Background: an optimization exercise with open tools, aiming at small area, a short achievable clock period and few clock cycles. Do not read the settings as production practice. No run shown here included a check of the RTL's function; only the layout flow was run. Power and IR drop assume default switching activity.

`design.v`:
```
module lemon_xfer (
    input  wire        clk,
    input  wire        rst,
    input  wire        start,
    input  wire [31:0] cfg_in_addr,
    input  wire [31:0] cfg_out_addr,
    input  wire [15:0] cfg_in_width,
    input  wire [15:0] cfg_out_width,
    input  wire [15:0] cfg_out_height,
    input  wire [2:0]  cfg_in_fmt,
    input  wire [2:0]  cfg_out_fmt,
    input  wire [1:0]  cfg_scaling,
    input  wire        cfg_flip,
    input  wire        cfg_in_linear,
    input  wire        cfg_dont_swizzle,
    output reg         busy,
    output reg         done,
    output reg         error,
    output reg         mem_req,
    output reg         mem_we,
    output reg  [31:0] mem_addr,
    output reg  [31:0] mem_wdata,
    output reg  [3:0]  mem_be,
    input  wire        mem_ack,
    input  wire [31:0] mem_rdata
);
    reg st1, st2, stp, stp2, stp3, run;
    reg [2:0]  ifmt, ofmt;
    reg [1:0]  scal;
    reg        slin, dswz, flip;
    reg        o_0, o_1, o_2;     
    reg [17:0] S, D;              
    reg [31:0] sp, sbase, dp, dbase;
    reg [17:0] xrem;              
    reg [15:0] yrem;              
    reg [2:0]  xlo;               
    reg [2:0]  ylo;               
    reg [2:0]  oylo;              
    reg [1:0]  k;                 
    reg        px;                
    reg        rdone;             
    reg [7:0]  r_step;
    reg        r_rowend, r_last, r_swrap;
    reg [7:0]  s_il, d_il;
    reg        s_wrap, d_wrap;
    reg        rd_on, wr_on;
    reg [31:0] rdat;
    reg        rv;
    reg        t_k0, t_lastb, t_px, t_gend, t_rowend, t_pair, t_last;
    reg [7:0]  t_dstep;
    reg [9:0]  acc_r, acc_g, acc_b, acc_a;
    reg        w_rowend, w_last, w_dwrap;
    reg [7:0]  w_dstep;
    wire hs  = scal[0] | scal[1];
    wire vs  = scal[1];
    wire stiled = !slin;
    wire dtiled = slin ^ dswz;
    wire dir = flip;                    
    wire bi2 = ifmt[2] | ifmt[1];       
    wire bi3 = (ifmt == 3'd1);
    wire bo2 = ofmt[2] | ofmt[1];
    wire bo3 = (ofmt == 3'd1);
    wire n1  = !hs;
    wire n4  = vs;
    wire dual = bi2 & n1 & bo2;
    wire [1:0] last_k = bi2 ? {1'b0, n4} : (n1 ? 2'd0 : n4 ? 2'd3 : 2'd1);
    wire [2:0] ystep = vs ? 3'd2 : 3'd1;
    function [7:0] mulb(input [5:0] v, input b2, input b3);
        mulb = b2 ? {1'b0, v, 1'b0} : b3 ? ({2'b0, v} + {1'b0, v, 1'b0}) : {v, 2'b0};
    endfunction
    function [5:0] ilv(input [2:0] j);
        ilv = {j[2], 1'b0, j[1], 1'b0, j[0], 1'b0};
    endfunction
    function [23:0] beat(input [1:0] kk, input pp, input [2:0] xl, input e1, input e2,
                         input y1);
        reg pair, lastb, gend, growend, rowend, last, run_end, gjmp;
        reg [2:0] xc, xg;
        reg [1:0] js;
        reg [5:0] ji, dj;
        reg [7:0] st, ds;
        begin
            pair    = bo2 & !e1;
            lastb   = (kk == last_k);
            gend    = dual | (pp == pair);
            growend = pair ? e2 : e1;
            rowend  = lastb & gend & growend;
            last    = growend & y1;
            xc      = xl + {2'd0, pp};
            js      = hs ? xc[1:0] : xc[2:1];
            case ({vs, js})
                3'b000, 3'b010: ji = 6'd2;
                3'b001:         ji = 6'd10;
                3'b011:         ji = 6'd42;
                3'b100, 3'b110: ji = 6'd0;
                3'b101:         ji = 6'd8;
                default:        ji = 6'd40;
            endcase
            run_end = stiled & lastb & (hs | dual | xc[0]);
            st = (bi2 ? ((n1 & !dual) ? 8'd2 : 8'd4) : bi3 ? 8'd3 : 8'd4)
               + (run_end ? mulb(ji, bi2, bi3) : 8'd0);
            xg   = xl + {2'd0, pair};
            gjmp = dtiled & xg[0];
            case (xg[2:1])
                2'd0, 2'd2: dj = 6'd2; 2'd1: dj = 6'd10; default: dj = 6'd42;
            endcase
            ds = (bo2 ? (pair ? 8'd4 : 8'd2) : bo3 ? 8'd3 : 8'd4)
               + (gjmp ? mulb(dj, bo2, bo3) : 8'd0);
            beat = {st, ds, (kk == 2'd0), lastb, gend, growend, pair, rowend, last & rowend, last};
        end
    endfunction
    wire [2:0] bov = bo2 ? 3'd2 : bo3 ? 3'd3 : 3'd4;
    wire       xhz = (xrem[17:5] == 13'd0);
    wire x_1 = xhz & (xrem[4:0] == {2'd0, bov}), x_2 = xhz & (xrem[4:0] == {1'd0, bov, 1'b0});
    wire x_3 = xhz & (xrem[4:0] == {2'd0, bov} + {1'd0, bov, 1'b0}), x_4 = xhz & (xrem[4:0] == {bov, 2'b0});
    wire y_1 = (yrem == 16'd1), y_2 = (yrem == 16'd2);
    wire [23:0] bc = beat(k, px, xlo, x_1, x_2, y_1);
    wire [23:0] b0 = beat(2'd0, 1'b0, 3'd0, o_1, o_2, y_1);
    wire c_k0 = bc[7], c_lastb = bc[6], c_gend = bc[5], c_growend = bc[4], c_pair = bc[3];
    wire [7:0] c_dstep = bc[15:8];
    wire c_glast = bc[0];
    wire [1:0]  k_n    = c_lastb ? 2'd0 : k + 2'd1;
    wire        px_n   = c_lastb ? !c_gend : px;
    wire        grp_n  = c_lastb & c_gend;
    wire        x_gt8 = (xrem[17:4] != 14'd0) || xrem[3] && (xrem[2:0] != 3'd0);
    wire [17:0] xrem_d = xrem - (stp ? (x_gt8 ? 18'd8 : 18'd1) : {14'd0, c_pair ? {bov, 1'b0} : {1'b0, bov}});
    wire [17:0] xrem_n = !grp_n ? xrem : c_growend ? D : xrem_d;
    wire [2:0]  xlo_n  = !grp_n ? xlo  : c_growend ? 3'd0 : xlo + (c_pair ? 3'd2 : 3'd1);
    wire [15:0] yrem_n = (grp_n & c_growend) ? yrem - 16'd1 : yrem;
    wire e1_n = !grp_n ? x_1 : c_growend ? o_1 : (c_pair ? x_3 : x_2);
    wire e2_n = !grp_n ? x_2 : c_growend ? o_2 : (c_pair ? x_4 : x_3);
    wire y1_n = (grp_n & c_growend) ? y_2 : y_1;
    wire [23:0] bn = beat(k_n, px_n, xlo_n, e1_n, e2_n, y1_n);
    wire        rdst  = mem_we | !run;
    wire [31:0] r_a   = rdst ? dbase : sbase;
    wire [20:0] r_big = rdst ? ((dtiled | stp & x_gt8) ? {D, 3'd0} : {3'd0, D}) : (stiled ? {S, 3'd0} : {3'd0, S});
    wire        r_w   = rdst ? d_wrap : s_wrap;
    wire [20:0] r_x   = r_w ? r_big : {13'd0, rdst ? d_il : s_il};
    wire        r_neg = rdst & dir & !stp & !stp2;
    wire [31:0] r_b   = r_neg ? ~{11'd0, r_x} : {11'd0, r_x};
    wire [31:0] row_nx = r_a + r_b + {31'd0, r_neg};
    wire [31:0] ptr_nx = mem_addr + {24'd0, mem_we ? w_dstep : r_step};
    function [8:0] rowc(input [2:0] j, input b2, input b3, input tiled, input back);
        reg [5:0] v;
        begin
            v = back ? 6'd42 - ilv(j) : ilv(j);
            rowc = {!tiled | (back ? (j == 3'd7) : (j == 3'd0)), mulb(v, b2, b3)};
        end
    endfunction
    function [31:0] dec16(input [2:0] f, input [15:0] p);
        case (f)
            3'd2:    dec16 = {p[15:11], p[15:13], p[10:5], p[10:9], p[4:0], p[4:2], 8'hFF};
            3'd3:    dec16 = {p[15:11], p[15:13], p[10:6], p[10:8], p[5:1], p[5:3], {8{p[0]}}};
            default: dec16 = {p[15:12], p[15:12], p[11:8], p[11:8], p[7:4], p[7:4], p[3:0], p[3:0]};
        endcase
    endfunction
    wire [31:0] d_lo = dec16(ifmt, rdat[15:0]);
    wire [31:0] d_hi = dec16(ifmt, rdat[31:16]);
    wire [31:0] d_w  = ifmt[0] ? {rdat[23:0], 8'hFF} : rdat;
    wire [31:0] s0   = bi2 ? d_lo : d_w;
    wire        two  = bi2 & !n1;
    wire [31:0] h    = two ? d_hi : 32'd0;
    wire [9:0]  t_r = (t_k0 ? 10'd0 : acc_r) + s0[31:24] + h[31:24];
    wire [9:0]  t_g = (t_k0 ? 10'd0 : acc_g) + s0[23:16] + h[23:16];
    wire [9:0]  t_b = (t_k0 ? 10'd0 : acc_b) + s0[15:8]  + h[15:8];
    wire [9:0]  t_a = (t_k0 ? 10'd0 : acc_a) + s0[7:0]   + h[7:0];
    wire [7:0]  cr = n1 ? t_r[7:0] : n4 ? t_r[9:2] : t_r[8:1];
    wire [7:0]  cg = n1 ? t_g[7:0] : n4 ? t_g[9:2] : t_g[8:1];
    wire [7:0]  cb = n1 ? t_b[7:0] : n4 ? t_b[9:2] : t_b[8:1];
    wire [7:0]  ca = n1 ? t_a[7:0] : n4 ? t_a[9:2] : t_a[8:1];
    function [15:0] enc16(input [2:0] f, input [31:0] c);
        case (f)
            3'd2:    enc16 = {c[31:27], c[23:18], c[15:11]};
            3'd3:    enc16 = {c[31:27], c[23:19], c[15:11], c[7]};
            default: enc16 = {c[31:28], c[23:20], c[15:12], c[7:4]};
        endcase
    endfunction
    wire [31:0] cpix = {cr, cg, cb, ca};
    wire [15:0] e_lo = enc16(ofmt, cpix);
    wire [15:0] e_hi = enc16(ofmt, d_hi);
    wire [31:0] e_w  = ofmt[0] ? {8'd0, cr, cg, cb} : cpix;
    wire rd_ack = rd_on & mem_ack;
    wire wr_ack = wr_on & mem_ack;
    wire p_go   = rv & !(t_lastb & mem_we);             
    wire p_wfin = p_go & t_lastb & t_gend;              
    wire last_rd = rdone | (rd_ack & r_last);
    wire nx_we  = mem_we ? !mem_ack : p_wfin;
    wire nx_req = nx_we | (mem_we ? !rdone : !last_rd);
    wire fin    = wr_ack & w_last;
    wire bad = (scal == 2'd3) || (slin && scal != 2'd0) || (ifmt > 3'd4) || (ofmt > 3'd4);
    wire [15:0] m_in  = st2 ? D[15:0] : S[15:0];
    wire        m2    = st2 ? bo2 : bi2;
    wire        m3    = st2 ? bo3 : bi3;
    wire [17:0] m_out = m2 ? {1'b0, m_in, 1'b0} : m3 ? ({2'b0, m_in} + {1'b0, m_in, 1'b0}) : {m_in, 2'b0};
    wire [2:0]  ohm1  = yrem[2:0] - 3'd1;
    wire        pre_more = x_gt8 | !dtiled & (xrem[17:1] != 17'd0);
    wire        empty = o_0 || (yrem == 16'd0);
    wire [15:0] owc   = (cfg_scaling == 2'd1 || cfg_scaling == 2'd2) ? {1'b0, cfg_out_width[15:1]} : cfg_out_width;
    wire [8:0] s_rc0 = rowc(ystep, bi2, bi3, stiled, 1'b0);
    wire [8:0] s_rcn = rowc(ylo + ystep + ystep, bi2, bi3, stiled, 1'b0);
    wire [2:0] oy_n  = dir ? oylo - 3'd1 : oylo + 3'd1;
    wire [8:0] d_rcn = rowc(dir ? oy_n - 3'd1 : oy_n + 3'd1, bo2, bo3, dtiled, dir);
    wire [8:0] d_rc0 = rowc(3'd1, bo2, bo3, dtiled, 1'b0);
    wire [8:0] d_rcb = rowc(oylo - 3'd1, bo2, bo3, dtiled, 1'b1);
    wire       go_run = st2 & !flip & !empty | stp3;
    always @(posedge clk) begin
        if (rst) begin
            busy    <= 1'b0;
            done    <= 1'b0;
            error   <= 1'b0;
            mem_req <= 1'b0;
            mem_we  <= 1'b0;
            rd_on   <= 1'b0;
            wr_on   <= 1'b0;
            st1 <= 1'b0; st2 <= 1'b0; stp <= 1'b0; stp2 <= 1'b0; stp3 <= 1'b0; run <= 1'b0;
        end else if (!busy) begin
            done  <= 1'b0;
            error <= 1'b0;
            busy  <= start;
            st1   <= start;
        end else begin
            st1  <= 1'b0;
            st2  <= st1 & !bad;
            stp  <= st2 & flip & !empty | stp & pre_more;
            stp2 <= stp & !pre_more;
            stp3 <= stp2;
            if (st1 & bad) begin
                busy  <= 1'b0;
                error <= 1'b1;
            end
            if (st2 & empty) begin
                busy <= 1'b0;
                done <= 1'b1;
            end
            if (go_run) begin
                run     <= 1'b1;
                mem_req <= 1'b1;
                rd_on   <= 1'b1;
            end
            if (run) begin
                mem_we  <= nx_we;
                mem_req <= nx_req & !fin;
                rd_on   <= !nx_we & nx_req & !fin;
                wr_on   <= nx_we & !fin;
                if (fin) begin
                    run  <= 1'b0;
                    busy <= 1'b0;
                    done <= 1'b1;
                end
            end
        end
    end
    always @(posedge clk) begin
        if (!busy) begin
            ifmt <= cfg_in_fmt;
            ofmt <= cfg_out_fmt;
            scal <= cfg_scaling;
            slin <= cfg_in_linear;
            dswz <= cfg_dont_swizzle;
            flip <= cfg_flip;
        end
        if (!busy)
            S <= {2'd0, cfg_in_width};
        else if (st1)
            S <= m_out;
        if (!busy)
            D <= {2'd0, owc};
        else if (st2)
            D <= m_out;
        if (!busy) begin
            o_0 <= (owc == 16'd0);
            o_1 <= (owc == 16'd1);
            o_2 <= (owc == 16'd2);
        end
    end
    always @(posedge clk) begin
        if (!busy)
            sp <= cfg_in_addr;
        else if (rd_ack)
            sp <= r_rowend ? row_nx : ptr_nx;
        if (!busy)
            sbase <= cfg_in_addr;
        else if (rd_ack & r_swrap)
            sbase <= row_nx;
        if (!busy)
            dp <= cfg_out_addr;
        else if (stp3 | wr_ack)
            dp <= (stp3 | w_rowend) ? row_nx : ptr_nx;
        if (!busy)
            dbase <= cfg_out_addr;
        else if (stp & pre_more | stp2 | wr_ack & w_dwrap)
            dbase <= row_nx;
        if (st1)
            mem_addr <= sp;
        else if (mem_we ? wr_ack : (p_wfin | rd_ack))
            mem_addr <= mem_we ? sp : p_wfin ? dp : r_rowend ? row_nx : ptr_nx;
    end
    always @(posedge clk) begin
        if (st1) begin
            xlo   <= 3'd0;
            ylo   <= 3'd0;
            k     <= 2'd0;
            px    <= 1'b0;
            rdone <= 1'b0;
            {s_wrap, s_il} <= s_rc0;
        end else if (!busy) begin
            yrem <= (cfg_scaling == 2'd2) ? {1'b0, cfg_out_height[15:1]} : cfg_out_height;
        end
        if (st2)
            xrem <= flip ? {2'd0, yrem} : m_out;
        else if (stp)
            xrem <= xrem_d;
        else if (stp3)
            xrem <= D;
        else if (rd_ack)
            xrem <= xrem_n;
        if (go_run) begin
            r_step   <= b0[23:16];
            r_rowend <= b0[2];
            r_last   <= b0[1];
            r_swrap  <= b0[2] & s_wrap;
        end else if (rd_ack) begin
            k    <= k_n;
            px   <= px_n;
            xlo  <= xlo_n;
            yrem <= yrem_n;
            r_step   <= bn[23:16];
            r_rowend <= bn[2];
            r_last   <= bn[1];
            r_swrap  <= bn[2] & (r_rowend ? s_rcn[8] : s_wrap);
            if (r_rowend) begin
                ylo <= ylo + ystep;
                {s_wrap, s_il} <= s_rcn;
            end
            if (r_last) rdone <= 1'b1;
        end
        if (!mem_we) begin
            rdat     <= mem_rdata;
            t_k0     <= c_k0;
            t_lastb  <= c_lastb;
            t_px     <= px;
            t_gend   <= c_gend;
            t_rowend <= c_growend;
            t_pair   <= c_pair;
            t_last   <= c_glast;
            t_dstep  <= c_dstep;
        end
        if (st1)
            rv <= 1'b0;
        else
            rv <= rd_ack | (rv & !p_go);
    end
    always @(posedge clk) begin
        if (p_go) begin
            acc_r <= t_r; acc_g <= t_g; acc_b <= t_b; acc_a <= t_a;
            if (t_lastb) begin
                if (bo2) begin
                    if (dual)
                        mem_wdata <= {e_hi, e_lo};
                    else if (t_px)
                        mem_wdata[31:16] <= e_lo;
                    else
                        mem_wdata[15:0] <= e_lo;
                end else begin
                    mem_wdata <= e_w;
                end
            end
        end
        if (p_wfin) begin
            w_rowend <= t_rowend;
            w_last   <= t_last;
            w_dstep  <= t_dstep;
            mem_be   <= bo2 ? (t_pair ? 4'b1111 : 4'b0011) : bo3 ? 4'b0111 : 4'b1111;
        end
    end
    always @(posedge clk) begin
        if (st1) begin
            oylo <= 3'd0;
            {d_wrap, d_il} <= d_rc0;
        end else if (st2 & flip | stp & pre_more) begin
            d_wrap <= 1'b1;
        end else if (stp) begin
            d_wrap <= 1'b0;
            d_il   <= dtiled ? mulb(6'd42, bo2, bo3) : 8'd0;
        end else if (stp2) begin
            oylo   <= ohm1;
            d_wrap <= 1'b0;
            d_il   <= dtiled ? mulb(6'd42 - ilv(ohm1), bo2, bo3) : 8'd0;
        end else if (stp3) begin
            {d_wrap, d_il} <= d_rcb;
        end else if (wr_ack & w_rowend) begin
            oylo <= oy_n;
            {d_wrap, d_il} <= d_rcn;
        end
        if (p_wfin)
            w_dwrap <= t_rowend & d_wrap;
        else if (wr_ack & w_rowend)
            w_dwrap <= 1'b0;
    end
endmodule
```
`flow/run.sh`:
```
#!/bin/bash
# Layout flow: the standard flow (standard.sh) with two changes to how the layout
# is made: ports are buffered with buf_2 cells instead of the resizer's default
# delay buffer, and the resizer's timing repair aims for more setup slack.
# The clock period and constraints are the standard flow's own (constraint.sdc).
set -euo pipefail
bash standard.sh \
  "BUFFER_PORTS_ARGS=-buffer_cell sky130_fd_sc_hd__buf_2" \
  SETUP_SLACK_MARGIN=12.5 \
  finish > flow_make.log 2>&1
```
`standard.sh`:
```
#!/bin/bash
# synth_recipe.tcl (not shown) runs the flow's synth.tcl, then flattens the netlist and writes it again
# the make line also repeats each setting of config.mk as NAME=value (left out here)
make -C /OpenROAD-flow-scripts/flow DESIGN_CONFIG=/design/flow/config.mk WORK_HOME=/design/flow/orfs CLKGATE_MAP_FILE= SYNTH_SCRIPT=/design/flow/synth_recipe.tcl "${@:-finish}"
```
`config.mk`:
```
export PLATFORM = sky130hd
export DESIGN_NAME = lemon_xfer
export DESIGN_NICKNAME = lemon_xfer
export VERILOG_FILES = /design/flow/design.v
export SDC_FILE = /design/flow/constraint.sdc
export NUM_CORES = 4
export LEC_CHECK = 0
export CAP_MARGIN = 20
export CORE_MARGIN = 2
export CORE_UTILIZATION = 40
export SLEW_MARGIN = 20
```
`constraint.sdc`:
```
create_clock -name core_clock -period 17.5 [get_ports {clk}]
set_input_delay 3.5000 -clock core_clock [delete_from_list [all_inputs] [get_ports {clk}]]
set_output_delay 3.5000 -clock core_clock [all_outputs]
set_load 0.01 [all_outputs]
```
==> impl_results.html, run 1 <==
<table>
<tr><th>Metric</th><th>Value</th></tr>
<tr><th colspan="2">Run status</th></tr>
<tr><td>Status</td><td>finished clean</td></tr>
<tr><th colspan="2">Pwr</th></tr>
<tr><td>Worst vdd rail ir drop</td><td>83.5 uV</td></tr>
<tr><td>Power per Cell Area</td><td>120 mW/mm^2</td></tr>
<tr><td>Static leakage power</td><td>14.3 nW</td></tr>
<tr><th colspan="2">Drt</th></tr>
<tr><td>Via count normalized by instance count</td><td>5.81</td></tr>
<tr><td>Remaining routing DRC violations</td><td>0</td></tr>
<tr><td>Via Count</td><td>27138</td></tr>
<tr><td>Wire length reported by the detailed router</td><td>108 mm</td></tr>
<tr><td>First drt pass iteration count</td><td>6</td></tr>
<tr><td>DR WL/cell</td><td>23.0 microns</td></tr>
<tr><td>Initial DRC Count</td><td>2927</td></tr>
<tr><td>Count of antenna-violating nets left after detailed routing</td><td>0</td></tr>
<tr><th colspan="2">Floorplanning</th></tr>
<tr><td>Floorplan die area</td><td>0.0789 sq mm</td></tr>
<tr><td>Chip width</td><td>281 microns</td></tr>
<tr><td>Std-Cell Rows</td><td>101</td></tr>
<tr><td>DIE HEIGHT</td><td>281 microns</td></tr>
<tr><td>Initial Utilization</td><td>0.404</td></tr>
<tr><td>Io pins</td><td>232</td></tr>
<tr><td>Core Area</td><td>0.0759 sq mm</td></tr>
<tr><th colspan="2">Synth</th></tr>
<tr><td>Cell accounting for the most synthesized area</td><td>sky130_fd_sc_hd__edfxtp_1</td></tr>
<tr><td>Dominant register cell in the synthesized netlist</td><td>sky130_fd_sc_hd__edfxtp_1</td></tr>
<tr><td>Mean instance size in the synthesized netlist</td><td>8.99 sq um</td></tr>
<tr><td>Number of synthesized flops with an enable pin</td><td>391</td></tr>
<tr><td>Fraction of registers with async set/reset</td><td>0</td></tr>
<tr><td>Number of unique standard cell types used by synthesis</td><td>89</td></tr>
<tr><td>Sequential share of the synthesized area</td><td>0.409</td></tr>
<tr><td>Post-synthesis cell area</td><td>0.0307 sq mm</td></tr>
<tr><td>Synth top area cells</td><td>sky130_fd_sc_hd__edfxtp_1, sky130_fd_sc_hd__nand2_1, sky130_fd_sc_hd__ha_1, sky130_fd_sc_hd__o21ai_0, sky130_fd_sc_hd__a21oi_1</td></tr>
<tr><td>Total number of yosys warnings</td><td>1</td></tr>
<tr><td>Syn Inst Count</td><td>3414</td></tr>
<tr><td>Synthesized flop and latch total</td><td>431</td></tr>
<tr><td>Top-area cell type share of the netlist area</td><td>0.383</td></tr>
<tr><th colspan="2">GRT</th></tr>
<tr><td>Number of global-route vias before repair</td><td>25507</td></tr>
<tr><td>Antenna violations before repair</td><td>4</td></tr>
<tr><td>Wire length of the first global-routing pass</td><td>160 mm</td></tr>
<tr><td>Total congestion overflow after global routing</td><td>0</td></tr>
<tr><td>Largest net degree at the start of global routing</td><td>94</td></tr>
<tr><td>Total Routing Usage GR</td><td>0.266</td></tr>
<tr><th colspan="2">Critical path</th></tr>
<tr><td>Worst path slowest cell</td><td>sky130_fd_sc_hd__edfxtp_1</td></tr>
<tr><td>Startpoint class of the critical path</td><td>flop</td></tr>
<tr><td>Endpoint type of the worst setup path</td><td>output port</td></tr>
<tr><td>Critical path required time</td><td>14000 ps</td></tr>
<tr><td>Cells along the critical path</td><td>buf_2</td></tr>
<tr><td>Worst-path maximum fanout</td><td>5</td></tr>
<tr><td>Crit path max-delay family</td><td>flip-flops</td></tr>
<tr><td>Data arrival time of the critical path</td><td>1470 ps</td></tr>
<tr><td>Critical path class</td><td>reg2out</td></tr>
<tr><td>Bufs and invs on worst path</td><td>1</td></tr>
<tr><td>CP max stage delay</td><td>610 ps</td></tr>
<tr><th colspan="2">STA</th></tr>
<tr><td>Final worst clock skew</td><td>55.1 ps</td></tr>
<tr><td>Maximum operating frequency</td><td>201 MHz</td></tr>
<tr><td>Total setup violations reported at the end of the flow</td><td>0</td></tr>
<tr><td>Post-route clock period utilization</td><td>0.284</td></tr>
<tr><td>RSZ-0062 raised after global routing</td><td>yes</td></tr>
<tr><td>Final Critical Period</td><td>4970 ps</td></tr>
<tr><td>Worst-margin pin slew</td><td>1040 ps</td></tr>
<tr><td>Number of pins with negative max-slew slack in the final report</td><td>0</td></tr>
<tr><td>Worst setup slack after layout</td><td>12530 ps</td></tr>
<tr><td>Worst-case headroom to the max-slew limit</td><td>0.303</td></tr>
<tr><td>Hold Slack</td><td>418 ps</td></tr>
<tr><td>Final-report hold violation count</td><td>0</td></tr>
<tr><td>TNS Setup</td><td>0 ps</td></tr>
<tr><th colspan="2">Clock network</th></tr>
<tr><td>Insertion delay of the later-clocked pin in the worst-skew pair</td><td>640 ps</td></tr>
<tr><td>Clock-pin transition on the worst setup and hold timing paths</td><td>70 ps</td></tr>
<tr><td>Max Root-Sink Buffers</td><td>3</td></tr>
<tr><td>Cts-stage hold buffer count</td><td>0</td></tr>
<tr><td>Number of buffers inserted during clock tree synthesis</td><td>51</td></tr>
<tr><td>CTS H-tree depth</td><td>2</td></tr>
<tr><td># clock sinks</td><td>431</td></tr>
<tr><td>TritonCTS clock tree</td><td>done</td></tr>
<tr><td>Cell at the root of the clock tree</td><td>sky130_fd_sc_hd__clkbuf_16</td></tr>
<tr><th colspan="2">Cells and area</th></tr>
<tr><td>Final cell count without fillers</td><td>4674</td></tr>
<tr><td>Layout Nets</td><td>3918</td></tr>
<tr><td>Most frequent standard cell in the layout excluding fill and tap cells</td><td>sky130_fd_sc_hd__nand2_1</td></tr>
<tr><td>Fraction of final layout cells with drive strength greater than 1</td><td>0.166</td></tr>
<tr><td>Final instance area</td><td>0.0357 sq mm</td></tr>
<tr><td>Most frequent cells in the layout</td><td>sky130_fd_sc_hd__nand2_1, sky130_fd_sc_hd__edfxtp_1, sky130_fd_sc_hd__nor2_1</td></tr>
<tr><td>Synthesis-to-layout area growth</td><td>16.3%</td></tr>
<tr><td>Number of fill cells in the layout</td><td>7325</td></tr>
<tr><th colspan="2">Run</th></tr>
<tr><td>Max-cap check violation count</td><td>0</td></tr>
<tr><th colspan="2">Placed design</th></tr>
<tr><td>I/O Buffers</td><td>229</td></tr>
<tr><td>Placed Instances</td><td>4529</td></tr>
<tr><td>Final weighted congestion in routability-driven placement</td><td>0.944</td></tr>
<tr><td>Setup Slack @ Placement</td><td>11690 ps</td></tr>
<tr><td>Cell area reported after detailed placement</td><td>0.0329 sq mm</td></tr>
<tr><td>HPWL Detailed</td><td>76.2 mm</td></tr>
<tr><th colspan="2">Worst hold path</th></tr>
<tr><td>Hold Crit Class</td><td>reg2reg</td></tr>
</table>
-- Yosys cell counts, drive strengths merged, types with 47 or more instances --
| cell | count |
|---|---|
| a211oi | 70 |
| a21o | 47 |
| a21oi | 266 |
| clkbuf | 153 |
| edfxtp | 391 |
| ha | 117 |
| inv | 200 |
| mux2 | 52 |
| mux2i | 109 |
| nand2 | 467 |
| nand2b | 55 |
| nand3 | 69 |
| nor2 | 303 |
| nor2b | 47 |
| nor3 | 52 |
| o21ai | 274 |
| xnor2 | 109 |
| xor2 | 50 |
-- logic make-up (layout without fill, tap and decap cells) --
| group | count (synthesis) | in the layout | share of synthesized area |
|---|---|---|---|
| XOR/XNOR | 159 | 159 | 0.0454 |
| other | 2 | 7 | 0.000245 |
| buffers and inverters | 406 | 630 | 0.0505 |
| multiplexers | 167 | 167 | 0.0590 |
| AND/OR/NAND/NOR | 1142 | 1143 | 0.169 |
| flip-flops | 431 | 431 | 0.409 |
| adder cells (fa/ha/maj) | 162 | 162 | 0.0771 |
| AO/OA/AOI/OAI | 945 | 945 | 0.190 |
-- area by class of cell --
| class | count | area, sq um | share of cell area |
|---|---|---|---|
| tap | 1030 | 1290 | 0.0361 |
| sequential | 431 | 12500 | 0.352 |
| inverter | 207 | 795 | 0.0223 |
| timing repair buffer | 327 | 2040 | 0.0571 |
| clock inverter | 33 | 419 | 0.0117 |
| multi-input combinational | 2579 | 17200 | 0.481 |
| clock buffer | 63 | 1420 | 0.0397 |
| antenna | 4 | 10.0 | 0.000281 |
-- state kept, by name, summed over array words and instances, names as in the netlist, 32 cells and up --
register and count:
dbase 32, dp 32, mem_addr 32, mem_wdata 32
rdat 32, sbase 32, sp 32
-- through the flow --
stage           util  total power (W)
2_1_floorplan      -          0.00250
3_3_place_gp   0.433          0.00297
3_5_place_dp   0.433          0.00299
4_1_cts        0.462          0.00421
5_1_grt        0.470          0.00451
6_report       0.470          0.00429
-- repair_timing --
item	in CTS	in global routing
gates cloned	0	4
gates resized for setup	59	88
pin swaps	12	23
setup endpoints to repair	181	165
buffers inserted	21	19
-- path summary, 6_finish.rpt --
path	end	cells after the start	startpoint	slack (ps)
max	mem_addr[17]	1	mem_addr[17]	12530
min	w_dstep[7]	0	t_dstep[7]	420
max reg2reg	sp[24]	20	xrem[11]	12630
min reg2reg	w_dstep[7]	0	t_dstep[7]	420
-- power breakdown --
| group | total (W) | leakage [nW] | internal [W] | switching [W] |
|---|---|---|---|---|
| sequential | 0.00142 | 4.19 | 0.00133 | 0.0000977 |
| clock | 0.00118 | 0.899 | 0.000710 | 0.000472 |
| combinational | 0.00169 | 9.24 | 0.000633 | 0.00106 |
| total | 0.00429 | 14.3 | 0.00267 | 0.00163 |
-- layer usage --
metal | global-route usage | wire length (microns)
met5 | 0 | 15
met4 | 0.113 | 5030
met2 | 0.419 | 48400
met3 | 0.0419 | 8920
met1 | 0.362 | 45300
==> run 2, diff against run 1 <==
--- a/design.v
+++ b/design.v
@@ -44,6 +44,7 @@
     reg [7:0]  s_il, d_il;
     reg        s_wrap, d_wrap;
     reg        rd_on, wr_on;
+    reg        ld;
     reg [31:0] rdat;
     reg        rv;
     reg        t_k0, t_lastb, t_px, t_gend, t_rowend, t_pair, t_last;
@@ -130,7 +131,7 @@
     wire e2_n = !grp_n ? x_2 : c_growend ? o_2 : (c_pair ? x_4 : x_3);
     wire y1_n = (grp_n & c_growend) ? y_2 : y_1;
     wire [23:0] bn = beat(k_n, px_n, xlo_n, e1_n, e2_n, y1_n);
-    wire        rdst  = mem_we | !run;
+    wire        rdst  = wr_on | !run;
     wire [31:0] r_a   = rdst ? dbase : sbase;
     wire [20:0] r_big = rdst ? ((dtiled | stp & x_gt8) ? {D, 3'd0} : {3'd0, D}) : (stiled ? {S, 3'd0} : {3'd0, S});
     wire        r_w   = rdst ? d_wrap : s_wrap;
@@ -138,7 +139,7 @@
     wire        r_neg = rdst & dir & !stp & !stp2;
     wire [31:0] r_b   = r_neg ? ~{11'd0, r_x} : {11'd0, r_x};
     wire [31:0] row_nx = r_a + r_b + {31'd0, r_neg};
-    wire [31:0] ptr_nx = mem_addr + {24'd0, mem_we ? w_dstep : r_step};
+    wire [31:0] ptr_nx = mem_addr + {24'd0, wr_on ? w_dstep : r_step};
     function [8:0] rowc(input [2:0] j, input b2, input b3, input tiled, input back);
         reg [5:0] v;
         begin
@@ -180,11 +181,11 @@
     wire [31:0] e_w  = ofmt[0] ? {8'd0, cr, cg, cb} : cpix;
     wire rd_ack = rd_on & mem_ack;
     wire wr_ack = wr_on & mem_ack;
-    wire p_go   = rv & !(t_lastb & mem_we);             
+    wire p_go   = rv & !(t_lastb & wr_on);             
     wire p_wfin = p_go & t_lastb & t_gend;              
     wire last_rd = rdone | (rd_ack & r_last);
-    wire nx_we  = mem_we ? !mem_ack : p_wfin;
-    wire nx_req = nx_we | (mem_we ? !rdone : !last_rd);
+    wire nx_we  = wr_on ? !mem_ack : p_wfin;
+    wire nx_req = nx_we | (wr_on ? !rdone : !last_rd);
     wire fin    = wr_ack & w_last;
     wire bad = (scal == 2'd3) || (slin && scal != 2'd0) || (ifmt > 3'd4) || (ofmt > 3'd4);
     wire [15:0] m_in  = st2 ? D[15:0] : S[15:0];
@@ -205,6 +206,7 @@
     always @(posedge clk) begin
         if (rst) begin
             busy    <= 1'b0;
+            ld      <= 1'b1;
             done    <= 1'b0;
             error   <= 1'b0;
             mem_req <= 1'b0;
@@ -212,10 +214,11 @@
             rd_on   <= 1'b0;
             wr_on   <= 1'b0;
             st1 <= 1'b0; st2 <= 1'b0; stp <= 1'b0; stp2 <= 1'b0; stp3 <= 1'b0; run <= 1'b0;
-        end else if (!busy) begin
+        end else if (ld) begin
             done  <= 1'b0;
             error <= 1'b0;
             busy  <= start;
+            ld    <= !start;
             st1   <= start;
         end else begin
             st1  <= 1'b0;
@@ -225,10 +228,12 @@
             stp3 <= stp2;
             if (st1 & bad) begin
                 busy  <= 1'b0;
+                ld    <= 1'b1;
                 error <= 1'b1;
             end
             if (st2 & empty) begin
                 busy <= 1'b0;
+                ld   <= 1'b1;
                 done <= 1'b1;
             end
             if (go_run) begin
@@ -244,13 +249,14 @@
                 if (fin) begin
                     run  <= 1'b0;
                     busy <= 1'b0;
+                    ld   <= 1'b1;
                     done <= 1'b1;
                 end
             end
         end
     end
     always @(posedge clk) begin
-        if (!busy) begin
+        if (ld) begin
             ifmt <= cfg_in_fmt;
             ofmt <= cfg_out_fmt;
             scal <= cfg_scaling;
@@ -258,41 +264,41 @@
             dswz <= cfg_dont_swizzle;
             flip <= cfg_flip;
         end
-        if (!busy)
+        if (ld)
             S <= {2'd0, cfg_in_width};
         else if (st1)
             S <= m_out;
-        if (!busy)
+        if (ld)
             D <= {2'd0, owc};
         else if (st2)
             D <= m_out;
-        if (!busy) begin
+        if (ld) begin
             o_0 <= (owc == 16'd0);
             o_1 <= (owc == 16'd1);
             o_2 <= (owc == 16'd2);
         end
     end
     always @(posedge clk) begin
-        if (!busy)
+        if (ld)
             sp <= cfg_in_addr;
         else if (rd_ack)
             sp <= r_rowend ? row_nx : ptr_nx;
-        if (!busy)
+        if (ld)
             sbase <= cfg_in_addr;
         else if (rd_ack & r_swrap)
             sbase <= row_nx;
-        if (!busy)
+        if (ld)
             dp <= cfg_out_addr;
         else if (stp3 | wr_ack)
             dp <= (stp3 | w_rowend) ? row_nx : ptr_nx;
-        if (!busy)
+        if (ld)
             dbase <= cfg_out_addr;
         else if (stp & pre_more | stp2 | wr_ack & w_dwrap)
             dbase <= row_nx;
         if (st1)
             mem_addr <= sp;
-        else if (mem_we ? wr_ack : (p_wfin | rd_ack))
-            mem_addr <= mem_we ? sp : p_wfin ? dp : r_rowend ? row_nx : ptr_nx;
+        else if (wr_on ? wr_ack : (p_wfin | rd_ack))
+            mem_addr <= wr_on ? sp : p_wfin ? dp : r_rowend ? row_nx : ptr_nx;
     end
     always @(posedge clk) begin
         if (st1) begin
@@ -302,7 +308,7 @@
             px    <= 1'b0;
             rdone <= 1'b0;
             {s_wrap, s_il} <= s_rc0;
-        end else if (!busy) begin
+        end else if (ld) begin
             yrem <= (cfg_scaling == 2'd2) ? {1'b0, cfg_out_height[15:1]} : cfg_out_height;
         end
         if (st2)
@@ -333,7 +339,7 @@
             end
             if (r_last) rdone <= 1'b1;
         end
-        if (!mem_we) begin
+        if (!wr_on) begin
             rdat     <= mem_rdata;
             t_k0     <= c_k0;
             t_lastb  <= c_lastb;
==> run 2 against run 1 <==
Clock skew shrank 22 ps. Flip-flop and latch count grew 1. Maximum frequency shrank 8.4%. Core utilization grew 0.75 points. Wire length grew 1.6%. Die area shrank 0.84%. Synthesized cell count shrank 1.3%. Global-route usage grew 0.38 points. Sequential power is essentially flat. Sequential share of layout area shrank 0.32 points. Worst hold slack gained 6.6 ps. Critical path type is now reg2reg. Largest power group unchanged.
==> impl_results.html, run 2 <==
<table>
<tr><th>Metric</th><th>Value</th></tr>
<tr><th colspan="2">Run status</th></tr>
<tr><td>Status</td><td>finished clean</td></tr>
<tr><th colspan="2">Synth</th></tr>
<tr><td>Number of synthesized flops with an enable pin</td><td>391</td></tr>
<tr><td>Synthesized flop and latch total</td><td>432</td></tr>
<tr><td>Cell types with the highest counts after synthesis</td><td>sky130_fd_sc_hd__nand2_1, sky130_fd_sc_hd__edfxtp_1, sky130_fd_sc_hd__nor2_1, sky130_fd_sc_hd__o21ai_0, sky130_fd_sc_hd__a21oi_1</td></tr>
<tr><td>Post-synthesis cell area</td><td>0.0304 sq mm</td></tr>
<tr><td>Synth top area cells</td><td>sky130_fd_sc_hd__edfxtp_1, sky130_fd_sc_hd__nand2_1, sky130_fd_sc_hd__ha_1, sky130_fd_sc_hd__o21ai_0, sky130_fd_sc_hd__a21oi_1</td></tr>
<tr><td>Total number of yosys warnings</td><td>1</td></tr>
<tr><td>Top-area cell type share of the netlist area</td><td>0.386</td></tr>
<tr><td>Syn Inst Count</td><td>3369</td></tr>
<tr><td>Cell accounting for the most synthesized area</td><td>sky130_fd_sc_hd__edfxtp_1</td></tr>
<tr><td>Number of unique standard cell types used by synthesis</td><td>85</td></tr>
<tr><td>Mean instance size in the synthesized netlist</td><td>9.03 sq um</td></tr>
<tr><td>Dominant register cell in the synthesized netlist</td><td>sky130_fd_sc_hd__edfxtp_1</td></tr>
<tr><td>Fraction of registers with async set/reset</td><td>0</td></tr>
<tr><td>Most repeated cell in the gate-level netlist after synthesis</td><td>sky130_fd_sc_hd__nand2_1</td></tr>
<tr><td>Sequential share of the synthesized area</td><td>0.413</td></tr>
<tr><th colspan="2">STA</th></tr>
<tr><td>Final worst clock skew</td><td>32.6 ps</td></tr>
<tr><td>RSZ-0062 raised after global routing</td><td>yes</td></tr>
<tr><td>Final-report hold violation count</td><td>0</td></tr>
<tr><td>Total setup violations reported at the end of the flow</td><td>0</td></tr>
<tr><td>Worst-case headroom to the max-slew limit</td><td>0.281</td></tr>
<tr><td>TNS Setup</td><td>0 ps</td></tr>
<tr><td>Number of pins with negative max-slew slack in the final report</td><td>0</td></tr>
<tr><td>Post-route clock period utilization</td><td>0.310</td></tr>
<tr><td>Maximum operating frequency</td><td>184 MHz</td></tr>
<tr><td>Worst setup slack after layout</td><td>12070 ps</td></tr>
<tr><td>Worst-margin pin slew</td><td>1070 ps</td></tr>
<tr><td>Final Critical Period</td><td>5430 ps</td></tr>
<tr><th colspan="2">GRT</th></tr>
<tr><td>Total Routing Usage GR</td><td>0.270</td></tr>
<tr><td>Total congestion overflow after global routing</td><td>0</td></tr>
<tr><td>Antenna violations before repair</td><td>7</td></tr>
<tr><td>Wire length of the first global-routing pass</td><td>160 mm</td></tr>
<tr><td>Number of global-route vias before repair</td><td>25839</td></tr>
<tr><td>Largest net degree at the start of global routing</td><td>77</td></tr>
<tr><th colspan="2">Run</th></tr>
<tr><td>Max-cap check violation count</td><td>0</td></tr>
<tr><th colspan="2">Floorplanning</th></tr>
<tr><td>Initial Utilization</td><td>0.403</td></tr>
<tr><td>Floorplan die area</td><td>0.0783 sq mm</td></tr>
<tr><td>DIE HEIGHT</td><td>280 microns</td></tr>
<tr><td>Core Area</td><td>0.0756 sq mm</td></tr>
<tr><td>Std-Cell Rows</td><td>101</td></tr>
<tr><td>Io pins</td><td>232</td></tr>
<tr><td>Chip width</td><td>280 microns</td></tr>
<tr><th colspan="2">Cells and area</th></tr>
<tr><td>Most frequent cells in the layout</td><td>sky130_fd_sc_hd__nand2_1, sky130_fd_sc_hd__edfxtp_1, sky130_fd_sc_hd__nor2_1</td></tr>
<tr><td>Synthesis-to-layout area growth</td><td>18.5%</td></tr>
<tr><td>Final standard cell utilization of the core</td><td>0.477</td></tr>
<tr><td>Layout Nets</td><td>3904</td></tr>
<tr><td>Fraction of final layout cells with drive strength greater than 1</td><td>0.197</td></tr>
<tr><td>Most frequent standard cell in the layout excluding fill and tap cells</td><td>sky130_fd_sc_hd__nand2_1</td></tr>
<tr><th colspan="2">Drt</th></tr>
<tr><td>First drt pass iteration count</td><td>5</td></tr>
<tr><td>Initial DRC Count</td><td>2705</td></tr>
<tr><td>Wire length reported by the detailed router</td><td>109 mm</td></tr>
<tr><td>Via Count</td><td>27214</td></tr>
<tr><td>Via count normalized by instance count</td><td>5.91</td></tr>
<tr><td>DR WL/cell</td><td>23.8 microns</td></tr>
<tr><td>Count of antenna-violating nets left after detailed routing</td><td>0</td></tr>
<tr><td>Remaining routing DRC violations</td><td>0</td></tr>
<tr><th colspan="2">Critical path</th></tr>
<tr><td>Worst reg2reg startpoint</td><td>xrem[12]</td></tr>
<tr><td>Endpoint type of the worst setup path</td><td>flop</td></tr>
<tr><td>Worst-path maximum fanout</td><td>4</td></tr>
<tr><td>Data arrival time of the critical path</td><td>5770 ps</td></tr>
<tr><td>Worst setup slack for register-to-register paths</td><td>12070 ps</td></tr>
<tr><td>Critical path required time</td><td>17840 ps</td></tr>
<tr><td>Crit. Startpoint</td><td>xrem[12]</td></tr>
<tr><td>End of the worst register-to-register path</td><td>mem_addr[25]</td></tr>
<tr><td>Critical path class</td><td>reg2reg</td></tr>
<tr><td>Critical path destination</td><td>mem_addr[25]</td></tr>
<tr><td>Startpoint class of the critical path</td><td>flop</td></tr>
<tr><td>R2r worst-path depth</td><td>22</td></tr>
<tr><th colspan="2">Pwr</th></tr>
<tr><td>Worst vdd rail ir drop</td><td>72.3 uV</td></tr>
<tr><td>Static leakage power</td><td>14.4 nW</td></tr>
<tr><td>Total power draw</td><td>0.00443 W</td></tr>
<tr><td>Power per Cell Area</td><td>123 mW/mm^2</td></tr>
<tr><th colspan="2">Clock network</th></tr>
<tr><td>Cts-stage hold buffer count</td><td>0</td></tr>
<tr><td># clock sinks</td><td>432</td></tr>
<tr><td>Number of buffers inserted during clock tree synthesis</td><td>50</td></tr>
<tr><td>Max Root-Sink Buffers</td><td>3</td></tr>
<tr><td>Cell at the root of the clock tree</td><td>sky130_fd_sc_hd__clkbuf_16</td></tr>
<tr><td>CTS H-tree depth</td><td>2</td></tr>
<tr><td>Insertion delay of the later-clocked pin in the worst-skew pair</td><td>620 ps</td></tr>
<tr><td>TritonCTS clock tree</td><td>done</td></tr>
<tr><td>Clock-pin transition on the worst setup and hold timing paths</td><td>60 ps</td></tr>
<tr><th colspan="2">Placed design</th></tr>
<tr><td>HPWL Detailed</td><td>76.2 mm</td></tr>
<tr><td>Final weighted congestion in routability-driven placement</td><td>0.956</td></tr>
<tr><td>Setup Slack @ Placement</td><td>10960 ps</td></tr>
<tr><td>I/O Buffers</td><td>229</td></tr>
<tr><th colspan="2">Worst hold path</th></tr>
<tr><td>Hold Crit Class</td><td>reg2reg</td></tr>
</table>
## run 2: cell count changes after synthesis, moves of 9 or more
cell / change
sky130_fd_sc_hd__inv_1: -43
sky130_fd_sc_hd__nand2_1: +34
sky130_fd_sc_hd__a21oi_1: -31
sky130_fd_sc_hd__nor2_1: -17
sky130_fd_sc_hd__mux2i_1: -15
sky130_fd_sc_hd__clkbuf_1: +12
sky130_fd_sc_hd__nand2b_1: +12
sky130_fd_sc_hd__a211oi_1: +10
sky130_fd_sc_hd__a21o_1: +10
sky130_fd_sc_hd__buf_2: -9
sky130_fd_sc_hd__o211ai_1: +9
sky130_fd_sc_hd__xnor2_1: -9
## run 2: cell families (layout without fill, tap and decap cells)
logic type               after synthesis  after routing  share of synthesized area
flip-flops                           432            432                      0.413
AND/OR/NAND/NOR                     1185           1186                      0.178
AO/OA/AOI/OAI                        940            940                      0.194
other                                  2              7                   0.000247
multiplexers                         144            144                     0.0513
XOR/XNOR                             149            149                     0.0429
adder cells (fa/ha/maj)              159            159                     0.0767
buffers and inverters                358            610                     0.0445
## run 2: timing repair
item,CTS,global route
buffers inserted,40,29
resized for setup,122,184
cloned,1,4
pin swaps,52,60
endpoints found under the setup margin,190,168
## run 2: through the flow
step           hold slack [ps]  instance area [sq um]  cells
6_report                   425                  36100   4605
5_1_grt                    426                  36100   4602
4_1_cts                    425                  35000   4568
3_5_place_dp               410                  32600   4438
3_3_place_gp               401                  32600   4438
2_1_floorplan              400                  30500   3370
## run 2: power breakdown
part           switching [W]  leakage, nW  internal, W
combinational        0.00114         9.43     0.000784
clock               0.000456        0.780     0.000622
sequential          0.000106         4.20      0.00133
## run 2: cell type report
cell class | instances | area, sq um
Inverter | 161 | 616
Timing Repair Buffer | 360 | 2290
Clock buffer | 61 | 1310
Fill cell | 7209 | 39500
Antenna cell | 4 | 10.0
Sequential cell | 432 | 12600
Multi-Input combinational cell | 2581 | 17700
Tap cell | 978 | 1220
Clock inverter | 28 | 314
## run 2: per-layer routing
layer | share of wire | up-vias | wire, microns | GRT usage
met1 | 0.41 | 13206 | 44900 | 0.351
met5 | 0.00011 | - | 12 | 0
li1 | - | 12657 | - | -
met2 | 0.47 | 1088 | 51900 | 0.449
met4 | 0.045 | 2 | 4910 | 0.116
met3 | 0.070 | 261 | 7680 | 0.0372
## run 2: how the worst min path moves through the flow
stage / startpoint / to / slack [ps] / cells past startpoint
after detailed placement: t_dstep[6] / w_dstep[6] / 410 / 0
after global placement: t_last / w_last / 400 / 0
final: t_dstep[4] / w_dstep[4] / 430 / 0
after global routing: t_dstep[4] / w_dstep[4] / 430 / 0
after floorplan: t_dstep[0] / w_dstep[0] / 400 / 0
after CTS: t_dstep[4] / w_dstep[4] / 420 / 0
## run 2: critical path, stage by stage (launching register included)
cell                        delay [ps]
sky130_fd_sc_hd__edfxtp_1          380
sky130_fd_sc_hd__or4_4             570
sky130_fd_sc_hd__or3_4             370
sky130_fd_sc_hd__o41ai_4           230
sky130_fd_sc_hd__buf_4             180
sky130_fd_sc_hd__nand2_4            70
sky130_fd_sc_hd__mux2_4            300
sky130_fd_sc_hd__mux4_2            480
sky130_fd_sc_hd__xnor2_2           150
sky130_fd_sc_hd__ha_1              310
sky130_fd_sc_hd__a21o_1            210
sky130_fd_sc_hd__a211oi_2          210
sky130_fd_sc_hd__o21bai_2          130
sky130_fd_sc_hd__buf_4             160
sky130_fd_sc_hd__a21oi_4           130
sky130_fd_sc_hd__o2111a_2          320
sky130_fd_sc_hd__buf_6             120
sky130_fd_sc_hd__buf_6              80
sky130_fd_sc_hd__o2111ai_2         100
sky130_fd_sc_hd__a31oi_2           250
sky130_fd_sc_hd__xnor2_2           130
sky130_fd_sc_hd__a21oi_2           180
sky130_fd_sc_hd__o21ai_1            70
==> run 3, diff against run 2 <==
--- a/config.mk
+++ b/config.mk
@@ -8,4 +8,5 @@
 export CAP_MARGIN = 20
 export CORE_MARGIN = 2
 export CORE_UTILIZATION = 40
+export CTS_BUF_LIST = sky130_fd_sc_hd__clkbuf_8
 export SLEW_MARGIN = 20
==> run 3 against run 2 <==
Total power shrank 1.6%. Count of clock-buffer cells in the layout grew 24. Sequential share of layout area is essentially flat. Clock power shrank 9.5%. Combinational power grew 2%. Final cell count grew 1.4%. Register-to-register slack lost 140 ps. Clock skew grew 15 ps. Sequential power is essentially flat. Global-route usage grew 0.38 points. Via count grew 0.99%. Largest power group unchanged.
==> impl_results.html, run 3 <==
<table>
<tr><th>Metric</th><th>Value</th></tr>
<tr><th colspan="2">Run status</th></tr>
<tr><td>Status</td><td>finished clean</td></tr>
<tr><th colspan="2">Cells and area</th></tr>
<tr><td>Most frequent cells in the layout</td><td>sky130_fd_sc_hd__nand2_1, sky130_fd_sc_hd__edfxtp_1, sky130_fd_sc_hd__nor2_1</td></tr>
<tr><td>Synthesis-to-layout area growth</td><td>18.7%</td></tr>
<tr><td>Most frequent standard cell in the layout excluding fill and tap cells</td><td>sky130_fd_sc_hd__nand2_1</td></tr>
<tr><td>Fraction of final layout cells with drive strength greater than 1</td><td>0.207</td></tr>
<tr><td>Layout Nets</td><td>3943</td></tr>
<tr><td>Number of fill cells in the layout</td><td>7257</td></tr>
<tr><th colspan="2">Drt</th></tr>
<tr><td>Initial DRC Count</td><td>2760</td></tr>
<tr><td>Via count normalized by instance count</td><td>5.89</td></tr>
<tr><td>First drt pass iteration count</td><td>6</td></tr>
<tr><td>Remaining routing DRC violations</td><td>0</td></tr>
<tr><td>Count of antenna-violating nets left after detailed routing</td><td>0</td></tr>
<tr><td>Wire length reported by the detailed router</td><td>111 mm</td></tr>
<tr><td>DR WL/cell</td><td>23.8 microns</td></tr>
<tr><td>Via Count</td><td>27484</td></tr>
<tr><th colspan="2">STA</th></tr>
<tr><td>Final-report hold violation count</td><td>0</td></tr>
<tr><td>RSZ-0062 raised after global routing</td><td>yes</td></tr>
<tr><td>Final worst clock skew</td><td>48.0 ps</td></tr>
<tr><td>Worst-case headroom to the max-slew limit</td><td>0.186</td></tr>
<tr><td>Hold Slack</td><td>417 ps</td></tr>
<tr><td>Final Critical Period</td><td>5570 ps</td></tr>
<tr><td>Maximum operating frequency</td><td>179 MHz</td></tr>
<tr><td>Total setup violations reported at the end of the flow</td><td>0</td></tr>
<tr><td>Post-route clock period utilization</td><td>0.318</td></tr>
<tr><td>Worst-margin pin slew</td><td>1210 ps</td></tr>
<tr><td>TNS Setup</td><td>0 ps</td></tr>
<tr><td>Number of pins with negative max-slew slack in the final report</td><td>0</td></tr>
<tr><th colspan="2">Synth</th></tr>
<tr><td>Dominant register cell in the synthesized netlist</td><td>sky130_fd_sc_hd__edfxtp_1</td></tr>
<tr><td>Most repeated cell in the gate-level netlist after synthesis</td><td>sky130_fd_sc_hd__nand2_1</td></tr>
<tr><td>Number of synthesized flops with an enable pin</td><td>391</td></tr>
<tr><td>Post-synthesis cell area</td><td>0.0304 sq mm</td></tr>
<tr><td>Mean instance size in the synthesized netlist</td><td>9.03 sq um</td></tr>
<tr><td>Synth top area cells</td><td>sky130_fd_sc_hd__edfxtp_1, sky130_fd_sc_hd__nand2_1, sky130_fd_sc_hd__ha_1, sky130_fd_sc_hd__o21ai_0, sky130_fd_sc_hd__a21oi_1</td></tr>
<tr><td>Cell types with the highest counts after synthesis</td><td>sky130_fd_sc_hd__nand2_1, sky130_fd_sc_hd__edfxtp_1, sky130_fd_sc_hd__nor2_1, sky130_fd_sc_hd__o21ai_0, sky130_fd_sc_hd__a21oi_1</td></tr>
<tr><td>Syn Inst Count</td><td>3369</td></tr>
<tr><td>Total number of yosys warnings</td><td>1</td></tr>
<tr><td>Cell accounting for the most synthesized area</td><td>sky130_fd_sc_hd__edfxtp_1</td></tr>
<tr><td>Number of unique standard cell types used by synthesis</td><td>85</td></tr>
<tr><td>Sequential share of the synthesized area</td><td>0.413</td></tr>
<tr><td>Fraction of registers with async set/reset</td><td>0</td></tr>
<tr><td>Synthesized flop and latch total</td><td>432</td></tr>
<tr><td>Top-area cell type share of the netlist area</td><td>0.386</td></tr>
<tr><th colspan="2">Clock network</th></tr>
<tr><td>TritonCTS clock tree</td><td>done</td></tr>
<tr><td>Insertion delay of the later-clocked pin in the worst-skew pair</td><td>710 ps</td></tr>
<tr><td>Cell at the root of the clock tree</td><td>sky130_fd_sc_hd__clkbuf_8</td></tr>
<tr><td>Number of buffers inserted during clock tree synthesis</td><td>81</td></tr>
<tr><td># clock sinks</td><td>432</td></tr>
<tr><td>Max Root-Sink Buffers</td><td>3</td></tr>
<tr><td>Clock-pin transition on the worst setup and hold timing paths</td><td>60 ps</td></tr>
<tr><td>CTS H-tree depth</td><td>3</td></tr>
<tr><th colspan="2">GRT</th></tr>
<tr><td>Antenna violations before repair</td><td>8</td></tr>
<tr><td>Largest net degree at the start of global routing</td><td>77</td></tr>
<tr><td>Total Routing Usage GR</td><td>0.273</td></tr>
<tr><td>Wire length of the first global-routing pass</td><td>162 mm</td></tr>
<tr><td>Total congestion overflow after global routing</td><td>0</td></tr>
<tr><td>Number of global-route vias before repair</td><td>26162</td></tr>
<tr><th colspan="2">Critical path</th></tr>
<tr><td>Path length in cells of the critical path</td><td>18</td></tr>
<tr><td>Critical path required time</td><td>17920 ps</td></tr>
<tr><td>Worst-path maximum fanout</td><td>5</td></tr>
<tr><td>Startpoint class of the critical path</td><td>flop</td></tr>
<tr><td>Crit path max-delay family</td><td>compound AO/OA/AOI/OAI gates</td></tr>
<tr><td>CP max stage delay</td><td>570 ps</td></tr>
<tr><td>Critical path class</td><td>reg2reg</td></tr>
<tr><td>Worst path slowest cell</td><td>sky130_fd_sc_hd__or4_4</td></tr>
<tr><td>Cells along the critical path</td><td>or4_4, or3_4, o41ai_4, nand2_4, mux2_4, mux4_2, xnor2_2, ha_1, a21o_1, a211oi_2, o21bai_2, a2111oi_2, o2111a_2, o31a_1, o21ai_2, or4b_4, nand4_1, o21ai_1</td></tr>
<tr><td>Bufs and invs on worst path</td><td>0</td></tr>
<tr><td>R2r worst-path depth</td><td>18</td></tr>
<tr><td>Endpoint type of the worst setup path</td><td>flop</td></tr>
<tr><td>Data arrival time of the critical path</td><td>5990 ps</td></tr>
<tr><th colspan="2">Run</th></tr>
<tr><td>Max-cap check violation count</td><td>0</td></tr>
<tr><th colspan="2">Floorplanning</th></tr>
<tr><td>Initial Utilization</td><td>0.403</td></tr>
<tr><td>DIE HEIGHT</td><td>280 microns</td></tr>
<tr><td>Chip width</td><td>280 microns</td></tr>
<tr><td>Std-Cell Rows</td><td>101</td></tr>
<tr><td>Floorplan die area</td><td>0.0783 sq mm</td></tr>
<tr><td>Core Area</td><td>0.0756 sq mm</td></tr>
<tr><td>Io pins</td><td>232</td></tr>
<tr><th colspan="2">Placed design</th></tr>
<tr><td>HPWL Detailed</td><td>76.2 mm</td></tr>
<tr><td>Final weighted congestion in routability-driven placement</td><td>0.956</td></tr>
<tr><td>I/O Buffers</td><td>229</td></tr>
<tr><th colspan="2">Worst hold path</th></tr>
<tr><td>Hold Crit Class</td><td>reg2reg</td></tr>
<tr><td>Worst Hold Depth</td><td>0</td></tr>
<tr><th colspan="2">Pwr</th></tr>
<tr><td>Power per Cell Area</td><td>121 mW/mm^2</td></tr>
<tr><td>Worst vdd rail ir drop</td><td>68.9 uV</td></tr>
<tr><td>Total power draw</td><td>0.00436 W</td></tr>
<tr><td>Static leakage power</td><td>14.6 nW</td></tr>
</table>
-- run 3: cell counts after synthesis --
Identical to the previous run, type by type.
-- run 3: cells by family (layout without fill, tap and decap cells) --
| logic type | count (synthesis) | in the layout | share of synthesized area |
|---|---|---|---|
| xor gates and xnor gates | 149 | 149 | 0.0429 |
| and+or+nand+nor | 1185 | 1186 | 0.178 |
| AOI/OAI and AO/OA | 940 | 940 | 0.194 |
| adders and majority gates | 159 | 159 | 0.0767 |
| DFF | 432 | 432 | 0.413 |
| muxes | 144 | 144 | 0.0513 |
| other | 2 | 7 | 0.000247 |
| buffers and inverters | 358 | 673 | 0.0445 |
-- run 3: layout make-up --
cell class	instances	area, sq um	area share
clock buffer	85	1170	0.0324
clock inverter	59	367	0.0102
timing repair buffer	368	2370	0.0656
multi-input combinational	2581	17800	0.493
sequential	432	12600	0.348
antenna	4	10.0	0.000277
inverter	161	616	0.0170
tap	978	1220	0.0339
-- run 3: per-layer routing --
metal  wire length, microns  share of wire  up-vias  global-route usage
met1                  44800           0.40    13273               0.350
li1                       -              -    12727                   -
met5                     32        0.00029        -                   0
met4                   5250          0.047        4               0.125
met2                  52600           0.47     1202               0.457
met3                   8190          0.074      278              0.0400
-- run 3: what timing repair did --
item	CTS	global route
cloned	1	4
hold buffers	0	0
setup buffers	49	28
resized for setup	136	191
setup endpoints to repair	199	172
pin swaps	58	81
-- run 3: final timing paths --
path	startpoint	endpoint	slack, ps
worst max-delay path	xrem[14]	sp[31]	11930
worst min-delay path	t_last	w_last	420
worst max register to register	xrem[14]	sp[31]	11930
worst min register to register	t_last	w_last	420
-- run 3: where the power goes --
group	switching (W)	internal (W)
sequential	0.000102	0.00133
combinational	0.00116	0.000799
clock	0.000479	0.000498
total	0.00174	0.00262
-- run 3: stage by stage --
stage	utilization	cell area (sq um)	setup WS, ps	instances
2_1_floorplan	-	30500	12190	3370
3_3_place_gp	0.431	32600	11120	4438
3_5_place_dp	0.431	32600	10960	4438
4_1_cts	0.464	35000	12070	4632
5_1_grt	0.478	36100	11750	4665
6_report	0.478	36100	11930	4668

[re-timing with driven ports]
Ports are ideal in the flow. The routed layouts listed here were re-timed in OpenROAD.
Step 1 sets driving cells, clkbuf_16 on the clock port and buf_2 on the other inputs (assumed; they add their load-dependent delay and slew).
Step 2 times the ports against the registers' clock, not the clock port: input delays grow and output delays shrink by t, the midpoint of the rising clock arrivals with the driver on.
Slacks: ideal / step 1 / step 2; pairs: ideal / step 1.
run | t (ns) | setup slack, ns | hold slack, ns | worst setup path after step 2 | worst data-port slew with drivers (ns)
run 1 | 0.681 | 12.528 / 12.460 / 11.956 | 0.418 / 0.418 / 0.418 | input to register | 0.14
run 2 | 0.671 | 12.071 / 12.071 / 11.992 | 0.425 / 0.425 / 0.425 | input to register | 0.13
run 3 | 0.752 | 11.929 / 11.929 / 11.929 | 0.417 / 0.417 / 0.417 | register to register | 0.13
After both steps setup and hold are still met in every run listed. For run 1, which loses most, drivers alone change the setup slack by -0.068 ns; drivers and shift together by -0.572 ns.
